This design comes from an exercise in tuning for small area on the open sky130 flow, not from production work. The RTL was checked by simulation tests, not by an equivalence proof against the original design. Power figures rest on the tool's default switching activity, not on a simulated workload.

Setup of north:
Design spi_unit, start of the top module:
module spi_unit #(
    parameter integer CLKFREQ = 80000000
) (
    input  wire        clk,
    input  wire        rst,          
    input  wire        mb_we,
    input  wire [31:0] mb_wdata,
    output wire [31:0] mb_rdata,
    output wire        sclk,
    output reg         mosi,
    input  wire        miso,
    output wire        mem_we,
    output wire [14:0] mem_addr,
    output wire [7:0]  mem_wdata
);
Settings: LEC_CHECK=0, CAP_MARGIN=5, CORE_MARGIN=2, CORE_UTILIZATION=40, SLEW_MARGIN=5; clock period 10.0 ns.
standard.sh (not shown) runs the stock make flow with config.mk's settings and CLKGATE_MAP_FILE= SYNTH_SCRIPT=/design/flow/synth_recipe.tcl, a recipe that flattens the netlist after the stock synthesis.
==> flow/flow/run.sh <==
#!/bin/bash
# Own layout flow: the standard flow, with three changes.
#  1. After the standard synthesis, the combinational logic is mapped again
#     by ABC for area. Flip-flops, tie cells and (in one variant) adder cells
#     stay exactly as the standard synthesis made them. Each ABC script in
#     flow/resyn*.abc is tried, with and without keeping the half adders, and
#     the smallest netlist is kept.
#  2. The port buffers use the smallest buffer cell.
#  3. The clock tree uses clkbuf_8 and no dummy loads.
# Each tool writes its full output to a log file in this folder.
set -euo pipefail
here=$(pwd)
res=$here/orfs/results/${FLOW_PLATFORM}/spi_unit/base
lib=$FLOW_HOME/platforms/${FLOW_PLATFORM}/lib/sky130_fd_sc_hd__tt_025C_1v80.lib
yosys=${YOSYS_EXE:-$FLOW_HOME/../tools/install/yosys/bin/yosys}
knobs=(
  BUFFER_PORTS_ARGS="-buffer_cell sky130_fd_sc_hd__buf_1"
  CTS_ARGS="-sink_clustering_enable -repair_clock_nets -buf_list sky130_fd_sc_hd__clkbuf_8 -dont_use_dummy_load"
)

# 1. standard synthesis
bash standard.sh "${knobs[@]}" "$res/1_2_yosys.v" > synth_flow.log 2>&1
cp "$res/1_2_yosys.v" standard_1_2_yosys.v

# 2. remap the combinational logic, keep the smallest result
python3 flow/cellfunc.py "$lib" map_fa.v 'fa|fah|fahcin|fahcon' > cellfunc.log 2>&1
python3 flow/cellfunc.py "$lib" map_faha.v 'fa|ha|fah|fahcin|fahcon' >> cellfunc.log 2>&1
best=""
best_area=""
for map in fa faha; do
  for abc in flow/resyn*.abc; do
    tag=${map}_$(basename "$abc" .abc)
    cat > "resyn_$tag.ys" <<EOT
read_liberty -lib $lib
read_verilog standard_1_2_yosys.v
hierarchy -check -top $FLOW_TOP
techmap -map map_$map.v
opt -purge
techmap
opt -fast
abc -liberty $lib -script $here/$abc -dont_use *lpflow* -dont_use *probe*
opt_clean -purge
hilomap -singleton -hicell sky130_fd_sc_hd__conb_1 HI -locell sky130_fd_sc_hd__conb_1 LO
splitnets
opt_clean -purge
stat -liberty $lib
write_verilog -noattr -noexpr -nohex -nodec resyn_$tag.v
EOT
    if "$yosys" -s "resyn_$tag.ys" > "resyn_$tag.log" 2>&1; then
      area=$(sed -n "s/.*Chip area for module .*: \([0-9.]*\).*/\1/p" "resyn_$tag.log" | tail -1)
      echo "$tag $area" >> resyn_areas.txt
      if [[ -n "$area" ]] && { [[ -z "$best_area" ]] || awk "BEGIN{exit !($area < $best_area)}"; }; then
        best=$tag
        best_area=$area
      fi
    fi
  done
done
echo "kept $best $best_area" >> resyn_areas.txt
cp "resyn_$best.v" "$res/1_2_yosys.v"

# 3. the rest of the standard flow
bash standard.sh "${knobs[@]}" finish > standard_flow.log 2>&1
Other scripts of this flow, unchanged in this note and not shown: flow/flow/cellfunc.py, flow/flow/resyn1.abc, flow/flow/resyn2.abc, flow/flow/resyn3.abc, flow/flow/resyn4.abc, flow/flow/resyn5.abc, flow/flow/resyn6.abc, flow/flow/resyn7.abc, flow/flow/resyn8.abc, flow/flow/resyn9.abc
What south does differently from north at the input level:
Settings: a change of SLEW_MARGIN from 5 to 20; a change of CAP_MARGIN from 5 to 20; an added GPL_TIMING_DRIVEN of 0.
Findings:
Total routed wirelength of south falls short of that of north slightly. north has lower cell area than south. First-pass GRT wire length delta for south relative to north: 150 um lower. NOTE flip-flop and latch power north->south increased by a few percent. Changes observed in south relative to north: via count went up; routing usage on met2 picked up an extra 0.44 points; setup slack of the worst register-to-register path moved up. Delta (south minus north): number of sequential cells ~0 delta; non-clock buffer count -3; average detailed-routed wire length per instance -about 1.1%.


The RTL this note starts from:
==> flow/design.v <==
module spi_unit #(
    parameter integer CLKFREQ = 80000000
) (
    input  wire        clk,
    input  wire        rst,          
    input  wire        mb_we,
    input  wire [31:0] mb_wdata,
    output wire [31:0] mb_rdata,
    output wire        sclk,
    output reg         mosi,
    input  wire        miso,
    output wire        mem_we,
    output wire [14:0] mem_addr,
    output wire [7:0]  mem_wdata
);
    localparam [31:0] BUSY = 32'hFFFF_FFFD;
    localparam [26:0] ACC0 = 27'd67108864 - (CLKFREQ / 2);
    reg [31:0] mbn;          
    reg        cpol;
    reg        cpha;
    reg        bitorder;     
    reg [30:0] freq;
    reg        s_wop;        
    reg        s_shift;      
    reg        s_store;      
    reg        s_done;       
    reg [1:0]  kd;           
    reg [4:0]  pos;          
    reg [4:0]  rem;          
    reg        phase;        
    reg [26:0] z;            
    wire [31:0] mb   = ~mbn;
    wire        busy = s_shift | s_store | s_done;
    wire        s_cmd = ~(s_wop | busy);
    assign mb_rdata  = busy ? BUSY : mb;
    assign sclk      = cpol ^ phase;
    assign mem_we    = s_store;
    assign mem_addr  = mb[14:0];
    assign mem_wdata = mb[31:24];
    wire       fn_ok  = (mb[7:4] == 4'd0) & (~mb[3] | (mb[2:0] == 3'd0));    
    wire [3:0] fn     = mb[3:0];
    wire       cmd    = s_cmd & mb[31] & fn_ok;
    wire       rsv    = s_cmd & mb[31] & ~fn_ok;    
    wire       f_rd   = (fn == 4'd1) | (fn == 4'd3);
    wire       f_mode = (fn == 4'd5);
    wire       f_bits = (fn == 4'd6);
    wire       f_get  = fn[3];
    wire       f_opr  = ~f_rd & ~f_mode & ~f_bits & ~f_get;    
    wire       opnd   = s_wop & ~mb[31];                        
    wire [4:0] nm1;
    wire [5:0] nb;
    assign nb[0] = 1'b1;
    genvar gi;
    generate
        for (gi = 0; gi < 5; gi = gi + 1) begin : g_nm1
            assign nm1[gi]    = mb[8 + gi] ^ nb[gi];
            assign nb[gi + 1] = nb[gi] & ~mb[8 + gi];
        end
    endgenerate
    wire        start = (cmd & f_rd) | (opnd & ~kd[0]);
    wire        tick  = z[26];
    wire        zt    = tick;
    wire [25:0] zx    = z[25:0];
    wire [24:0] fx    = freq[24:0] & {25{~s_store}};
    wire [25:0] y;                        
    wire [26:0] yc;
    assign yc[9]  = 1'b0;
    assign y[8:0] = zx[8:0];
    generate
        for (gi = 9; gi < 26; gi = gi + 1) begin : g_cor
            wire kb = zt & ACC0[gi];
            assign y[gi]      = zx[gi] ^ kb ^ yc[gi];
            assign yc[gi + 1] = (zx[gi] & kb) | (zx[gi] & yc[gi]) | (kb & yc[gi]);
        end
    endgenerate
    wire [26:0] z_nxt;                    
    wire [26:0] sc;
    assign sc[0] = 1'b0;
    generate
        for (gi = 0; gi < 26; gi = gi + 1) begin : g_add
            wire fb = (gi < 25) ? fx[gi] : 1'b0;
            assign z_nxt[gi]  = y[gi] ^ fb ^ sc[gi];
            assign sc[gi + 1] = (y[gi] & fb) | (y[gi] & sc[gi]) | (fb & sc[gi]);
        end
    endgenerate
    assign z_nxt[26] = sc[26];
    always @(posedge clk) begin
        if ((s_cmd | s_wop) & ~start)
            z <= {1'b1, 26'd0};           
        else
            z <= z_nxt;
    end
    wire lead  = s_shift & tick & ~phase;
    wire trail = s_shift & tick & phase;
    wire reads = kd[0] | kd[1];
    wire samp  = reads & (cpha ? trail : lead);
    wire last  = (rem == 5'd0);
    wire [4:0] pos_adv;
    wire [5:0] pt;
    assign pt[0] = 1'b1;
    generate
        for (gi = 0; gi < 5; gi = gi + 1) begin : g_pos
            assign pos_adv[gi] = pos[gi] ^ pt[gi];
            assign pt[gi + 1]  = pt[gi] & (pos[gi] ^ bitorder);
        end
    endgenerate
    wire [4:0] rem_dec;
    wire [5:0] rb;
    assign rb[0] = 1'b1;
    generate
        for (gi = 0; gi < 5; gi = gi + 1) begin : g_rem
            assign rem_dec[gi] = rem[gi] ^ rb[gi];
            assign rb[gi + 1]  = rb[gi] & ~rem[gi];
        end
    endgenerate
    wire [3:0] pd_lo = {pos[1:0] == 2'd3, pos[1:0] == 2'd2, pos[1:0] == 2'd1, pos[1:0] == 2'd0};
    wire [7:0] pd_hi = {pos[4:2] == 3'd7, pos[4:2] == 3'd6, pos[4:2] == 3'd5, pos[4:2] == 3'd4,
                        pos[4:2] == 3'd3, pos[4:2] == 3'd2, pos[4:2] == 3'd1, pos[4:2] == 3'd0}
                       & {8{samp & miso}};
    wire [31:0] wr;
    generate
        for (gi = 0; gi < 32; gi = gi + 1) begin : g_wr
            assign wr[gi] = pd_hi[gi / 4] & pd_lo[gi % 4];
        end
    endgenerate
    wire [8:0] cnt     = mb[23:15];
    wire       cnt_z   = (cnt[7:0] == 8'd0);
    wire       cnt_end = cnt[8] & cnt_z;
    wire [23:0] st_val;
    wire [15:0] ac;
    assign ac[0] = 1'b1;
    generate
        for (gi = 0; gi < 15; gi = gi + 1) begin : g_inc
            assign st_val[gi] = mb[gi] ^ ac[gi];
            assign ac[gi + 1] = mb[gi] & ac[gi];
        end
    endgenerate
    assign st_val[23:15] = {cnt[7:0], cnt[8] ^ cnt[4] ^ cnt_z};
    wire set_all = rsv | (cmd & (f_mode | f_bits)) | (opnd & (kd == 2'b11))
                 | (s_done & ~kd[0]);
    wire set_hi  = set_all | (cmd & f_opr);
    wire ld_all  = cmd & (f_rd | f_get);
    wire ld_0    = cmd & ~f_mode & ~f_bits;
    wire cclr    = opnd & (kd == 2'b10);
    wire [30:0] fget = freq & {31{f_get}};
    wire [31:0] mbn_d;
    generate
        for (gi = 0; gi < 32; gi = gi + 1) begin : g_mb
            wire set = (gi == 0) ? set_all : set_hi;
            wire ld  = (gi == 0) ? ld_0 : ld_all;
            wire ldv = (gi < 31) ? fget[gi] : 1'b0;
            wire stv = (gi < 24) ? st_val[gi] : 1'b0;    
            wire clr = (gi >= 15) ? cclr : 1'b0;
            wire keep = ~(ld | s_store | clr);
            wire unit = set | wr[gi] | (ld & ldv) | (s_store & stv) | (keep & mb[gi]);
            assign mbn_d[gi] = ~(mb_we ? mb_wdata[gi] : unit);    
        end
    endgenerate
    always @(posedge clk) begin
        if (rst)
            mbn <= 32'd0;                         
        else
            mbn <= mbn_d;
    end
    wire send   = ~kd[1] & ~kd[0];
    wire n0     = (rem == 5'd31);             
    wire go_snd = opnd & send & ~n0;          
    wire fin    = trail & last;               
    wire adv    = (go_snd & ~cpha) | trail;
    wire mo_en  = (go_snd & ~cpha) | (lead & send & cpha) | (trail & send & ~cpha & ~last);
    wire nxtb   = s_store & ~cnt_end;         
    always @(posedge clk) begin
        if (rst) begin
            cpol     <= 1'b0;
            cpha     <= 1'b0;
            bitorder <= 1'b0;
            freq     <= 31'd0;
            phase    <= 1'b0;
            mosi     <= 1'b0;
            s_wop    <= 1'b0;
            s_shift  <= 1'b0;
            s_store  <= 1'b0;
            s_done   <= 1'b0;
        end else begin
            if (cmd & f_mode) begin
                cpha <= mb[8];
                cpol <= mb[9];
            end
            if (cmd & f_bits)
                bitorder <= mb[10];
            if (opnd & (kd == 2'b11))
                freq <= mb[30:0];
            if (s_shift & tick)
                phase <= ~phase;
            if (mo_en)
                mosi <= mb[pos];
            s_wop   <= (cmd & f_opr) | (s_wop & mb[31]);
            s_shift <= (cmd & f_rd & (mb[12:8] != 5'd0)) | (opnd & (kd == 2'b10)) | go_snd
                     | (s_shift & ~fin) | nxtb;
            s_store <= fin & kd[1];
            s_done  <= (cmd & f_rd & (mb[12:8] == 5'd0)) | (opnd & send & n0)
                     | (fin & ~kd[1]) | (s_store & cnt_end);
        end
    end
    always @(posedge clk) begin
        if (s_cmd) begin
            kd  <= {mb[2], mb[0]};
            rem <= mb[2] ? 5'd7 : nm1;
            pos <= bitorder ? (mb[2] ? 5'd31 : nm1) : {mb[2], mb[2], 3'b000};
        end else begin
            if (adv)
                pos <= pos_adv;
            if (trail)
                rem <= rem_dec;
            if (nxtb) begin
                pos <= bitorder ? 5'd31 : 5'd24;
                rem <= 5'd7;
            end
        end
    end
endmodule
export LEC_CHECK = 0
export CAP_MARGIN = 20
export CORE_MARGIN = 2
export CORE_UTILIZATION = 55
export PLACE_DENSITY = 0.75
export SLEW_MARGIN = 20
create_clock -name core_clock -period 10.0 [get_ports {clk}]
Scripts as last shown in full above: flow/flow/run.sh
Other scripts of this flow, unchanged in this note and not shown: flow/flow/cellfunc.py, flow/flow/resyn1.abc, flow/flow/resyn2.abc, flow/flow/resyn3.abc, flow/flow/resyn4.abc, flow/flow/resyn5.abc, flow/flow/resyn6.abc, flow/flow/resyn7.abc, flow/flow/resyn8.abc, flow/flow/resyn9.abc
The baseline ran to the end with no violations.
Change:
Settings changed: CORE_UTILIZATION 55 to 40, PLACE_DENSITY 0.75 to 0.45.
What happened:
- routed wire length rose by 9.3%
- synthesized cell count stays the same
- cell area rose by 0.83%
- maximum frequency rose by 0.62%
- global-route usage fell by 7.2 points
- total power rose by 0.64%
Change:
--- a/flow/flow/run.sh
+++ b/flow/flow/run.sh
@@ -16,5 +16,5 @@
 knobs=(
   BUFFER_PORTS_ARGS="-buffer_cell sky130_fd_sc_hd__buf_1"
-  CTS_ARGS="-sink_clustering_enable -repair_clock_nets -buf_list sky130_fd_sc_hd__clkbuf_8 -dont_use_dummy_load"
+  CTS_ARGS="-sink_clustering_enable -repair_clock_nets -buf_list sky130_fd_sc_hd__clkbuf_16 -sink_clustering_size 30 -dont_use_dummy_load"
 )
 
Settings changed: PLACE_DENSITY 0.45 to not set.
Design area rises by 1.5%; register-to-register slack degrades by 0.03 ns; utilization rises by 0.69 points; die area stays the same; power rises by 11%; routed wire length falls by 5.8%; area after synthesis stays the same.
Change:
--- a/flow/flow/run.sh
+++ b/flow/flow/run.sh
@@ -16,5 +16,5 @@
 knobs=(
   BUFFER_PORTS_ARGS="-buffer_cell sky130_fd_sc_hd__buf_1"
-  CTS_ARGS="-sink_clustering_enable -repair_clock_nets -buf_list sky130_fd_sc_hd__clkbuf_16 -sink_clustering_size 30 -dont_use_dummy_load"
+  CTS_ARGS="-sink_clustering_enable -repair_clock_nets -buf_list sky130_fd_sc_hd__clkbuf_8 -dont_use_dummy_load"
 )
 
Setup slack gains 0.013 ns. Power decreases by 10%. Synthesized cell count does not change.

[static timing again, ports no longer ideal]
In the flow no input, the clock included, has a driving cell. The finished layouts below were timed again as built, in two steps. Step 1 sets driving cells, clkbuf_16 on the clock port and buf_2 on the other inputs (assumed; they add their load-dependent delay and slew). Step 2 times the ports against the registers' clock, not the clock port: input delays grow and output delays shrink by t, the midpoint of the rising clock arrivals with the driver on. Slacks: no drivers / after step 1 / after step 2; pairs: no drivers / after step 1.
run	t, ns	slack for setup (ns)	worst hold slack (ns)	latest minus earliest clock arrival (ns)
north	0.421	0.435 / 0.435 / 0.435	0.470 / 0.470 / 0.470	0.024 / 0.025
south	0.423	0.563 / 0.563 / 0.563	0.466 / 0.466 / 0.466	0.025 / 0.025
the first run of note 2	0.413	0.350 / 0.350 / 0.350	0.482 / 0.482 / 0.482	0.022 / 0.021
the second run of note 2	0.425	0.409 / 0.409 / 0.409	0.472 / 0.472 / 0.472	0.035 / 0.035
the third run of note 2	0.396	0.381 / 0.381 / 0.381	0.478 / 0.478 / 0.478	0.017 / 0.016
the fourth run of note 2	0.421	0.394 / 0.394 / 0.394	0.482 / 0.482 / 0.482	0.029 / 0.029
After both steps setup and hold are still met in every run listed.
